This is an optimization exercise on Yosys and OpenROAD, whose aim is small area, not a production implementation.
At most, simulation tests tie the RTL to the original design; equivalence was not proved.

==> inputs of 12-08 <==
## inv16_core
module inv16_core (
    input  wire         clk,
    input  wire         rst,           
    input  wire         start,
    input  wire [15:0]  nsteps,
    output wire         busy,
    input  wire         hw_we,
    input  wire [4:0]   hw_sel,
    input  wire [15:0]  hw_data,
    output wire [255:0] regs,
    output wire [15:0]  pc_o,
    output wire         dir_o,
    output wire [1:0]   err_o,
    output wire         halted_o,
    output wire         brk_o,
    output wire         mem_req,
    output wire         mem_we,
    output wire [15:0]  mem_addr,
    output wire [15:0]  mem_wdata,
    input  wire         mem_ack,
    input  wire [15:0]  mem_rdata
);
export LEC_CHECK = 0
export CAP_MARGIN = 20
export CORE_MARGIN = 2
export CORE_UTILIZATION = 40
export SLEW_MARGIN = 20
create_clock -name core_clock -period 11.0 [get_ports {clk}]
standard.sh (not shown) runs the stock make flow with config.mk's settings and CLKGATE_MAP_FILE= SYNTH_SCRIPT=/design/flow/synth_recipe.tcl, a recipe that flattens the netlist after the stock synthesis.
==> flow/flow/run.sh <==
#!/bin/bash
# Layout: the standard flow (standard.sh) unchanged, except that the
# buffer put on every input and output port is the platform's smallest
# buffer cell instead of the one buffer_ports picks by default, and that
# clock tree synthesis adds no dummy loads.
set -euo pipefail
export BUFFER_PORTS_ARGS="-buffer_cell sky130_fd_sc_hd__buf_1"
export CTS_ARGS="-sink_clustering_enable -repair_clock_nets -dont_use_dummy_load -sink_clustering_size 30 -sink_clustering_max_diameter 100"
bash standard.sh > standard.log 2>&1
==> 11-02: changes against 12-08 <==
--- a/flow/design.v
+++ b/flow/design.v
@@ -44,13 +44,13 @@
     wire [3:0] op = ir[7:4];
     wire [3:0] fa = ir[3:0];
     wire [3:0] fb = ir[15:12];
     wire [3:0] fc = ir[11:8];
     wire        rx, rpc, rsteps, rns, rhw, rrd, rimm;
     wire [1:0]  rf, wf, asel;
-    wire        xp, xq, xi, bm1, bmq, binv, cin, qen, qld;
+    wire        xp, xq, bm1, bmq, binv, cin,  qen, qld;
     wire [2:0]  kv;
     wire        wx, wpc, wsteps, ldir, lerr, sbrk, cbrk, shalt, mset;
     wire [1:0]  errv;
     wire [3:0]  nst;
     wire        wz, sbit, qbit, cout, pk1, sen;
     wire [15:0] R, W;
@@ -59,33 +59,30 @@
         .st(st), .op(op), .fa(fa), .fb(fb), .fc3(fc[3]),
         .start(start), .hw_we(hw_we), .hw_sel(hw_sel), .hwd(hw_data[1:0]),
         .err(err), .halted(halted), .brk_hit(brk_hit), .dir(dir),
         .wz(wz), .mem_ack(mem_ack), .r0(R[0]), .m(m), .cnt(cnt), .ph(ph),
         .qbit(qbit), .pk1(pk1),
         .rx(rx), .rf(rf), .rpc(rpc), .rsteps(rsteps), .rns(rns), .rhw(rhw),
-        .rrd(rrd), .rimm(rimm), .xp(xp), .xq(xq), .xi(xi), .asel(asel), .kv(kv),
+        .rrd(rrd), .rimm(rimm), .xp(xp), .xq(xq), .asel(asel), .kv(kv),
         .bm1(bm1), .bmq(bmq), .binv(binv), .cin(cin), .qen(qen),
         .qld(qld), .wx(wx), .wf(wf), .wpc(wpc), .wsteps(wsteps),
         .req(mem_req), .wreq(mem_we), .nst(nst),
         .ldir(ldir), .lerr(lerr), .errv(errv), .sbrk(sbrk), .cbrk(cbrk),
         .shalt(shalt), .mset(mset)
     );
     wire [15:0] roh, woh;
     inv16_dec u_rdec (.en(rx), .f(rf == 2'd0 ? fa : rf == 2'd1 ? fb : fc), .oh(roh));
     inv16_dec u_wdec (.en(wx), .f(wf == 2'd0 ? fa : wf == 2'd1 ? fb : hw_sel[3:0]), .oh(woh));
     inv16_rdmux u_rdmux (
         .xs(xflat), .oh(roh),
-        .s_pc(pc), .s_steps(steps), .s_imm(ir[15:8]),
-        .e_pc(rpc), .e_steps(rsteps), .e_imm(rimm),
+        .s_pc(pc), .s_steps(steps), .s_ns(nsteps), .s_hw(hw_data), .s_rd(mem_rdata),
+        .s_imm(ir[15:8]),
+        .e_pc(rpc), .e_steps(rsteps), .e_ns(rns), .e_hw(rhw), .e_rd(rrd), .e_imm(rimm),
         .R(R)
     );
-    inv16_wpath u_wpath (
-        .R(R), .s_ns(nsteps), .s_hw(hw_data), .s_rd(mem_rdata),
-        .e_ns(rns), .e_hw(rhw), .e_rd(rrd),
-        .P(P), .Q(Q), .I(ir), .xp(xp), .xq(xq), .xi(xi), .clr(rst), .W(W), .wz(wz)
-    );
+    inv16_wpath u_wpath (.R(R), .P(P), .Q(Q), .xp(xp), .xq(xq), .clr(rst), .W(W), .wz(wz));
     inv16_bitsel u_bitsel (
         .R(R), .cnt(cnt), .ph(ph), .op(op), .fc(fc[2:0]), .q15(Q[15]), .sh(Q[3:0]),
         .m(m), .cout(cout), .P15(P[15]), .sbit(sbit), .qbit(qbit), .pk1(pk1)
     );
     inv16_alu u_alu (
         .P(P), .R(R), .a0(Q[15] && op == 4'h9), .asel(asel), .kv(kv),
@@ -134,13 +131,13 @@
     input  wire       wz, mem_ack, r0, m,
     input  wire [3:0] cnt,
     input  wire       ph, qbit, pk1,
     output reg        rx,
     output reg  [1:0] rf,
     output reg        rpc, rsteps, rns, rhw, rrd, rimm,
-    output reg        xp, xq, xi,
+    output reg        xp, xq,
     output reg  [1:0] asel,
     output reg  [2:0] kv,
     output reg        bm1, bmq, binv, cin,  qen, qld,
     output reg        wx,
     output reg  [1:0] wf,
     output reg        wpc, wsteps, req, wreq,
@@ -160,13 +157,13 @@
     localparam F_A = 2'd0, F_B = 2'd1, F_C = 2'd2, F_H = 2'd3;
     localparam A_0 = 2'd0, A_P = 2'd1, A_SH = 2'd2, A_K = 2'd3;
     wire last = (cnt == 4'd0);
     wire two  = (op == OP_SRR);
     always @(*) begin
         rx = 1'b0; rf = F_A; rpc = 1'b0; rsteps = 1'b0; rns = 1'b0; rhw = 1'b0;
-        rrd = 1'b0; rimm = 1'b0; xp = 1'b0; xq = 1'b0; xi = 1'b0;
+        rrd = 1'b0; rimm = 1'b0; xp = 1'b0; xq = 1'b0;
         asel = A_P; kv = 3'b000; bm1 = 1'b0; bmq = 1'b0; binv = 1'b0; cin = 1'b0;
         qen = 1'b0; qld = 1'b0;
         wx = 1'b0; wf = F_A; wpc = 1'b0; wsteps = 1'b0;
         req = 1'b0; wreq = 1'b0;
         ldir = 1'b0; lerr = 1'b0; errv = 2'd0; sbrk = 1'b0; cbrk = 1'b0;
         shalt = 1'b0; mset = 1'b0;
@@ -189,13 +186,13 @@
                 end
                 S_PCQ: begin
                     rpc = 1'b1; qen = 1'b1; qld = 1'b1;
                     nst = S_FETCH;
                 end
                 S_FETCH: begin
-                    req = 1'b1;
+                    req = 1'b1; rrd = 1'b1; asel = A_0; bm1 = 1'b1;
                     if (mem_ack) nst = S_E0;
                 end
                 S_E0: begin
                     case (op)
                         OP_ADD, OP_SUB, OP_CMP: begin
                             rx = 1'b1; rf = F_B; asel = A_0; bm1 = 1'b1;
@@ -283,13 +280,13 @@
                             if (mem_ack) nst = S_E3;
                         end
                     endcase
                 end
                 S_E3: begin
                     if (op == OP_JEQ) begin
-                        req = 1'b1; rrd = 1'b1; xi = 1'b1;
+                        req = 1'b1; rrd = 1'b1; xp = 1'b1;
                         if (mem_ack) begin
                             if (wz) nst = S_E4;
                             else begin
                                 lerr = 1'b1; errv = 2'd2; nst = S_IDLE;
                             end
                         end
@@ -371,36 +368,32 @@
         end
     endgenerate
 endmodule
 module inv16_rdmux (
     input  wire [255:0] xs,
     input  wire [15:0]  oh,
-    input  wire [15:0]  s_pc, s_steps,
+    input  wire [15:0]  s_pc, s_steps, s_ns, s_hw, s_rd,
     input  wire [7:0]   s_imm,
-    input  wire         e_pc, e_steps, e_imm,
+    input  wire         e_pc, e_steps, e_ns, e_hw, e_rd, e_imm,
     output reg  [15:0]  R
 );
     integer i;
     always @(*) begin
-        R = (s_pc & {16{e_pc}}) | (s_steps & {16{e_steps}}) |
-            ({8'h00, s_imm} & {16{e_imm}});
+        R = (s_pc & {16{e_pc}}) | (s_steps & {16{e_steps}}) | (s_ns & {16{e_ns}}) |
+            (s_hw & {16{e_hw}}) | (s_rd & {16{e_rd}}) | ({8'h00, s_imm} & {16{e_imm}});
         for (i = 0; i < 16; i = i + 1)
             R = R | (xs[16*i +: 16] & {16{oh[i]}});
     end
 endmodule
 module inv16_wpath (
-    input  wire [15:0] R, s_ns, s_hw, s_rd,
-    input  wire        e_ns, e_hw, e_rd,
-    input  wire [15:0] P, Q, I,
-    input  wire        xp, xq, xi, clr,
+    input  wire [15:0] R, P, Q,
+    input  wire        xp, xq, clr,
     output wire [15:0] W,
     output wire        wz
 );
-    wire [15:0] H = (s_ns & {16{e_ns}}) | (s_hw & {16{e_hw}}) | (s_rd & {16{e_rd}});
-    wire [15:0] X = (P & {16{xp}}) | (Q & {16{xq}}) | (I & {16{xi}});
-    assign W  = ((R | H) ^ X) & {16{~clr}};
+    assign W  = (R ^ ((P & {16{xp}}) | (Q & {16{xq}}))) & {16{~clr}};
     assign wz = (W == 16'h0000);
 endmodule
 module inv16_bitsel (
     input  wire [15:0] R,
     input  wire [3:0]  cnt,
     input  wire        ph,
@@ -468,8 +461,17 @@
             2'd1:    A = P;
             2'd2:    A = {P[14:0], a0};
             default: A = K;
         endcase
     end
     wire [15:0] B = (R & {16{bm}}) ^ {16{binv}};
-    assign SUM = {1'b0, A} + {1'b0, B} + {16'd0, cin};
+    wire [16:0] c;
+    assign c[0] = cin;
+    genvar g;
+    generate
+        for (g = 0; g < 16; g = g + 1) begin : g_fa
+            assign SUM[g]  = A[g] ^ B[g] ^ c[g];
+            assign c[g+1]  = (A[g] & B[g]) | (c[g] & (A[g] ^ B[g]));
+        end
+    endgenerate
+    assign SUM[16] = c[16];
 endmodule
==> flow/run.sh (new file) <==
#!/bin/bash
# synth_recipe.tcl (not shown) runs the flow's synth.tcl, then flattens the netlist and writes it again
# the make line also repeats each setting of config.mk as NAME=value (left out here)
make -C /OpenROAD-flow-scripts/flow DESIGN_CONFIG=/design/flow/config.mk WORK_HOME=/design/flow/orfs CLKGATE_MAP_FILE= SYNTH_SCRIPT=/design/flow/synth_recipe.tcl finish
removed: flow/flow/run.sh
removed: flow/standard.sh
==> 12-28: changes against 12-08 <==
--- a/flow/design.v
+++ b/flow/design.v
@@ -67,24 +67,25 @@
         .qld(qld), .wx(wx), .wf(wf), .wpc(wpc), .wsteps(wsteps),
         .req(mem_req), .wreq(mem_we), .nst(nst),
         .ldir(ldir), .lerr(lerr), .errv(errv), .sbrk(sbrk), .cbrk(cbrk),
         .shalt(shalt), .mset(mset)
     );
     wire [15:0] roh, woh;
-    inv16_dec u_rdec (.en(rx), .f(rf == 2'd0 ? fa : rf == 2'd1 ? fb : fc), .oh(roh));
+    inv16_dec u_rdec (.en(rx && !rst), .f(rf == 2'd0 ? fa : rf == 2'd1 ? fb : fc), .oh(roh));
     inv16_dec u_wdec (.en(wx), .f(wf == 2'd0 ? fa : wf == 2'd1 ? fb : hw_sel[3:0]), .oh(woh));
     inv16_rdmux u_rdmux (
         .xs(xflat), .oh(roh),
         .s_pc(pc), .s_steps(steps), .s_imm(ir[15:8]),
-        .e_pc(rpc), .e_steps(rsteps), .e_imm(rimm),
+        .e_pc(rpc && !rst), .e_steps(rsteps && !rst), .e_imm(rimm && !rst),
         .R(R)
     );
     inv16_wpath u_wpath (
         .R(R), .s_ns(nsteps), .s_hw(hw_data), .s_rd(mem_rdata),
-        .e_ns(rns), .e_hw(rhw), .e_rd(rrd),
-        .P(P), .Q(Q), .I(ir), .xp(xp), .xq(xq), .xi(xi), .clr(rst), .W(W), .wz(wz)
+        .e_ns(rns && !rst), .e_hw(rhw && !rst), .e_rd(rrd && !rst),
+        .P(P), .Q(Q), .I(ir), .xp(xp && !rst), .xq(xq && !rst), .xi(xi && !rst),
+        .W(W), .wz(wz)
     );
     inv16_bitsel u_bitsel (
         .R(R), .cnt(cnt), .ph(ph), .op(op), .fc(fc[2:0]), .q15(Q[15]), .sh(Q[3:0]),
         .m(m), .cout(cout), .P15(P[15]), .sbit(sbit), .qbit(qbit), .pk1(pk1)
     );
     inv16_alu u_alu (
@@ -95,23 +96,23 @@
     integer i;
     always @(posedge clk) begin
         for (i = 0; i < 16; i = i + 1)
             if (rst || woh[i]) x[i] <= W;
         if (rst || wpc) pc <= W;
         if (wsteps) steps <= W;
-        if (st == 4'd2) ir <= mem_rdata;
+        if (st == 4'd11) ir <= mem_rdata;
         P <= {SUM[15:1], SUM[0] | (sbit && sen)};
         if (qen) Q <= qld ? W : {Q[14:0], qbit};
     end
     wire two = (op == 4'hD);
-    assign sen = (st == 4'd9) && !(two && ph);
+    assign sen = (st == 4'd8) && !(two && ph);
     always @(posedge clk) begin
         st  <= rst ? 4'd0 : nst;
-        cnt <= (st == 4'd9) ? ((two && !ph) ? cnt : cnt - 4'd1) : 4'd15;
-        ph  <= (st == 4'd9 && two) ? ~ph : 1'b0;
-        if (mset) m <= (st == 4'd9) ? (P[15] ^ cout ^ ~m) : cout;
+        cnt <= (st == 4'd8) ? ((two && !ph) ? cnt : cnt - 4'd1) : 4'd15;
+        ph  <= (st == 4'd8 && two) ? ~ph : 1'b0;
+        if (mset) m <= (st == 4'd8) ? (P[15] ^ cout ^ ~m) : cout;
         if (rst) begin
             dir     <= 1'b0;
             err     <= 2'd0;
             halted  <= 1'b0;
             brk_hit <= 1'b0;
         end else begin
@@ -146,22 +147,34 @@
     output reg        wpc, wsteps, req, wreq,
     output reg  [3:0] nst,
     output reg        ldir, lerr,
     output reg  [1:0] errv,
     output reg        sbrk, cbrk, shalt, mset
 );
-    localparam S_IDLE = 4'd0,  S_PCQ = 4'd1,  S_FETCH = 4'd2, S_E0 = 4'd3;
-    localparam S_E1   = 4'd4,  S_E2  = 4'd5,  S_E3    = 4'd6, S_E4 = 4'd7;
-    localparam S_E5   = 4'd8,  S_IT  = 4'd9,  S_WB    = 4'd10, S_WB2 = 4'd11;
-    localparam S_BK1  = 4'd12, S_BK2 = 4'd13, S_BK3   = 4'd14, S_BK4 = 4'd15;
+    localparam S_IDLE = 4'd0;
+    localparam S_PCQ = 4'd15;
+    localparam S_FETCH = 4'd11;
+    localparam S_E0 = 4'd1;
+    localparam S_E1 = 4'd14;
+    localparam S_E2 = 4'd7;
+    localparam S_E3 = 4'd6;
+    localparam S_E4 = 4'd4;
+    localparam S_E5 = 4'd9;
+    localparam S_IT = 4'd8;
+    localparam S_WB = 4'd12;
+    localparam S_WB2 = 4'd5;
+    localparam S_BK1 = 4'd2;
+    localparam S_BK2 = 4'd13;
+    localparam S_BK3 = 4'd10;
+    localparam S_BK4 = 4'd3;
     localparam OP_ADD = 4'h0, OP_SUB = 4'h1, OP_ROR = 4'h2, OP_ROL = 4'h3;
     localparam OP_SHR = 4'h4, OP_SHL = 4'h5, OP_AND = 4'h6, OP_ORA = 4'h7;
     localparam OP_MUL = 4'h8, OP_DIV = 4'h9, OP_CMP = 4'hA, OP_JEQ = 4'hB;
     localparam OP_XRI = 4'hC, OP_SRR = 4'hD, OP_SRM = 4'hE, OP_BRK = 4'hF;
     localparam F_A = 2'd0, F_B = 2'd1, F_C = 2'd2, F_H = 2'd3;
-    localparam A_0 = 2'd0, A_P = 2'd1, A_SH = 2'd2, A_K = 2'd3;
+    localparam A_P = 2'd1, A_SH = 2'd2, A_K = 2'd3;
     wire last = (cnt == 4'd0);
     wire two  = (op == OP_SRR);
     always @(*) begin
         rx = 1'b0; rf = F_A; rpc = 1'b0; rsteps = 1'b0; rns = 1'b0; rhw = 1'b0;
         rrd = 1'b0; rimm = 1'b0; xp = 1'b0; xq = 1'b0; xi = 1'b0;
         asel = A_P; kv = 3'b000; bm1 = 1'b0; bmq = 1'b0; binv = 1'b0; cin = 1'b0;
@@ -195,13 +208,13 @@
                     req = 1'b1;
                     if (mem_ack) nst = S_E0;
                 end
                 S_E0: begin
                     case (op)
                         OP_ADD, OP_SUB, OP_CMP: begin
-                            rx = 1'b1; rf = F_B; asel = A_0; bm1 = 1'b1;
+                            rx = 1'b1; rf = F_B; asel = A_K; bm1 = 1'b1;
                             nst = S_E1;
                         end
                         OP_ROR, OP_ROL, OP_SHR, OP_SHL, OP_AND, OP_ORA, OP_MUL: begin
                             rx = 1'b1; rf = F_C; qen = 1'b1; qld = 1'b1;
                             nst = S_IT;
                         end
@@ -211,23 +224,23 @@
                         end
                         OP_JEQ: begin
                             rx = 1'b1; rf = F_B; qen = 1'b1; qld = 1'b1;
                             nst = S_E1;
                         end
                         OP_XRI: begin
-                            rimm = 1'b1; asel = A_0; bm1 = 1'b1;
+                            rimm = 1'b1; asel = A_K; bm1 = 1'b1;
                             nst = S_WB;
                         end
                         OP_SRR: begin
                             if (fc3) begin
                                 lerr = 1'b1; errv = 2'd3; nst = S_IDLE;
                             end else
                                 nst = S_IT;
                         end
                         OP_SRM: begin
-                            rx = 1'b1; rf = F_A; asel = A_0; bm1 = 1'b1;
+                            rx = 1'b1; rf = F_A; asel = A_K; bm1 = 1'b1;
                             nst = S_E1;
                         end
                         default: begin  
                             sbrk = 1'b1;
                             if (fa == 4'hF && fb == 4'hF) begin
                                 shalt = 1'b1; nst = S_IDLE;
@@ -247,13 +260,13 @@
                             rx = 1'b1; rf = F_C; asel = A_P; bm1 = 1'b1;
                             binv = 1'b1; cin = 1'b1; mset = 1'b1;
                             nst = S_E2;
                         end
                         OP_DIV: begin
                             rx = 1'b1; rf = F_B; qen = 1'b1; qld = 1'b1;
-                            asel = A_0; mset = 1'b1;
+                            asel = A_K; mset = 1'b1;
                             nst = S_IT;
                         end
                         OP_JEQ: begin
                             rx = 1'b1; rf = F_C; xq = 1'b1;
                             nst = wz ? S_E2 : S_BK1;
                         end
@@ -374,33 +387,65 @@
 module inv16_rdmux (
     input  wire [255:0] xs,
     input  wire [15:0]  oh,
     input  wire [15:0]  s_pc, s_steps,
     input  wire [7:0]   s_imm,
     input  wire         e_pc, e_steps, e_imm,
-    output reg  [15:0]  R
+    output wire [15:0]  R
 );
-    integer i;
-    always @(*) begin
-        R = (s_pc & {16{e_pc}}) | (s_steps & {16{e_steps}}) |
-            ({8'h00, s_imm} & {16{e_imm}});
-        for (i = 0; i < 16; i = i + 1)
-            R = R | (xs[16*i +: 16] & {16{oh[i]}});
-    end
+    wire [17:0] sel = {e_steps, e_pc, oh};
+    genvar j, k;
+    generate
+        for (j = 0; j < 16; j = j + 1) begin : g_bit
+            wire [17:0] src;
+            wire [6:0]  t;
+            for (k = 0; k < 16; k = k + 1) begin : g_src
+                assign src[k] = xs[16*k + j];
+            end
+            assign src[16] = s_pc[j];
+            assign src[17] = s_steps[j];
+            for (k = 0; k < 6; k = k + 1) begin : g_aoi
+                inv16_aoi222 u (.a0(src[3*k]),   .s0(sel[3*k]),
+                                .a1(src[3*k+1]), .s1(sel[3*k+1]),
+                                .a2(src[3*k+2]), .s2(sel[3*k+2]),
+                                .y(t[k]));
+            end
+            if (j < 8) begin : g_imm
+                assign t[6] = ~(s_imm[j] & e_imm);
+            end else begin : g_noimm
+                assign t[6] = 1'b1;
+            end
+            assign R[j] = ~&t;
+        end
+    endgenerate
+endmodule
+module inv16_aoi222 (
+    input  wire a0, s0, a1, s1, a2, s2,
+    output wire y
+);
+    assign y = ~(a0 & s0 | a1 & s1 | a2 & s2);
 endmodule
 module inv16_wpath (
     input  wire [15:0] R, s_ns, s_hw, s_rd,
     input  wire        e_ns, e_hw, e_rd,
     input  wire [15:0] P, Q, I,
-    input  wire        xp, xq, xi, clr,
+    input  wire        xp, xq, xi,
     output wire [15:0] W,
     output wire        wz
 );
-    wire [15:0] H = (s_ns & {16{e_ns}}) | (s_hw & {16{e_hw}}) | (s_rd & {16{e_rd}});
-    wire [15:0] X = (P & {16{xp}}) | (Q & {16{xq}}) | (I & {16{xi}});
-    assign W  = ((R | H) ^ X) & {16{~clr}};
+    wire [15:0] Hn, Xn;
+    genvar j;
+    generate
+        for (j = 0; j < 16; j = j + 1) begin : g_bit
+            inv16_aoi222 u_h (.a0(s_ns[j]), .s0(e_ns), .a1(s_hw[j]), .s1(e_hw),
+                              .a2(s_rd[j]), .s2(e_rd), .y(Hn[j]));
+            inv16_aoi222 u_x (.a0(P[j]), .s0(xp), .a1(Q[j]), .s1(xq),
+                              .a2(I[j]), .s2(xi), .y(Xn[j]));
+        end
+    endgenerate
+    assign W  = (R | ~Hn) ^ ~Xn;
     assign wz = (W == 16'h0000);
 endmodule
 module inv16_bitsel (
     input  wire [15:0] R,
     input  wire [3:0]  cnt,
     input  wire        ph,
@@ -458,18 +503,22 @@
     input  wire [1:0]  asel,
     input  wire [2:0]  kv,
     input  wire        bm, binv, cin,
     output wire [16:0] SUM
 );
     wire [15:0] K = {{14{kv[2]}}, kv[1], kv[0]};
-    reg  [15:0] A;
-    always @(*) begin
-        case (asel)
-            2'd0:    A = 16'h0000;
-            2'd1:    A = P;
-            2'd2:    A = {P[14:0], a0};
-            default: A = K;
-        endcase
-    end
+    wire        sp = !asel[1];
+    wire        ss = asel == 2'd2;
+    wire        sk = asel == 2'd3;
+    wire [15:0] Ps = {P[14:0], a0};
+    wire [15:0] An;
+    genvar j;
+    generate
+        for (j = 0; j < 16; j = j + 1) begin : g_a
+            inv16_aoi222 u (.a0(P[j]), .s0(sp), .a1(Ps[j]), .s1(ss),
+                            .a2(K[j]), .s2(sk), .y(An[j]));
+        end
+    endgenerate
+    wire [15:0] A = ~An;
     wire [15:0] B = (R & {16{bm}}) ^ {16{binv}};
     assign SUM = {1'b0, A} + {1'b0, B} + {16'd0, cin};
 endmodule
==> flow/flow/run.sh (replaced) <==
#!/bin/bash
# Layout: the standard flow (standard.sh) unchanged, except that the
# buffer put on every input and output port is the platform's smallest
# buffer cell instead of the one buffer_ports picks by default, and that
# clock tree synthesis adds no dummy loads.
set -euo pipefail
export BUFFER_PORTS_ARGS="-buffer_cell sky130_fd_sc_hd__buf_1"
export CTS_ARGS="-sink_clustering_enable -repair_clock_nets -dont_use_dummy_load -sink_clustering_size 16 -sink_clustering_max_diameter 60 -buf_list sky130_fd_sc_hd__clkbuf_8"
bash standard.sh > standard.log 2>&1
Settings changed: CORE_UTILIZATION 40 to 60, SYNTH_HIERARCHICAL set to 1, SYNTH_MINIMUM_KEEP_SIZE set to 0.
==> impl_metrics.csv <==
group,metric,value,unit
finish,multi_input_area,5940,µm²
run_status,status,"timing/DRC/antenna clean",
setup_path,r2r_setup_slack,0.50,ns
finish,nonClkBufAreaFrac,9.15,%
setup_path,arrival,10.83,ns
(the above is from 12-28)
==> impl_metrics.csv <==
group,metric,value,unit
run_status,status,"timing/DRC/antenna clean",
setup_path,arrival,10.46,ns
setup_path,crit_fanout,25,
setup_path,r2r_setup_slack,0.89,ns
yosys,synth-simple-area-share,10.5,%
finish,final_common_cell,"buf_1",
yosys,yosysSeqAreaShare,58.7,%
finish,nonClkBufAreaFrac,9.17,%
(the above is from 12-08)
==> impl_metrics.csv <==
group,metric,value,unit
yosys,synth-edff-count,321,
finish,multi_input_area,7060,µm²
finish,nonClkBufAreaFrac,21.9,%
setup_path,r2r_setup_slack,0.30,ns
placed_design,place_ws,-0.815,ns
setup_path,arrival,11.02,ns
run_status,status,"timing/DRC/antenna clean",
(the above is from 11-02)
The RTL of 11-02 was laid out without a check of its function.

==> afterwards: timing with drivers on the ports <==
How much do the figures lean on ideal ports? The routed layouts below were timed once more, with nothing changed but the port constraints. Step 1: set_driving_cell puts a clkbuf_16 on clk and a buf_2 on each other input, an assumption about the parent block. Step 2 times the ports against the registers' clock, not the clock port: input delays grow and output delays shrink by t, the midpoint of the rising clock arrivals with the driver on. Slacks: ideal / step 1 / step 2; pairs: ideal / step 1.
run	t, ns	setup WS [ns]	worst setup path after step 2	latest minus earliest clock arrival (ns)
12-08	0.585	0.889 / 0.889 / 0.889	register to register	0.129 / 0.130
11-02	0.636	0.292 / 0.299 / -0.309	input to register	0.038 / 0.038
12-28	0.652	0.497 / 0.497 / 0.497	register to register	0.116 / 0.116
Met with ideal ports but missed after step 2: setup timing in 11-02. For 11-02, which loses most, drivers alone change the setup slack by +0.007 ns; drivers and shift together by -0.601 ns.
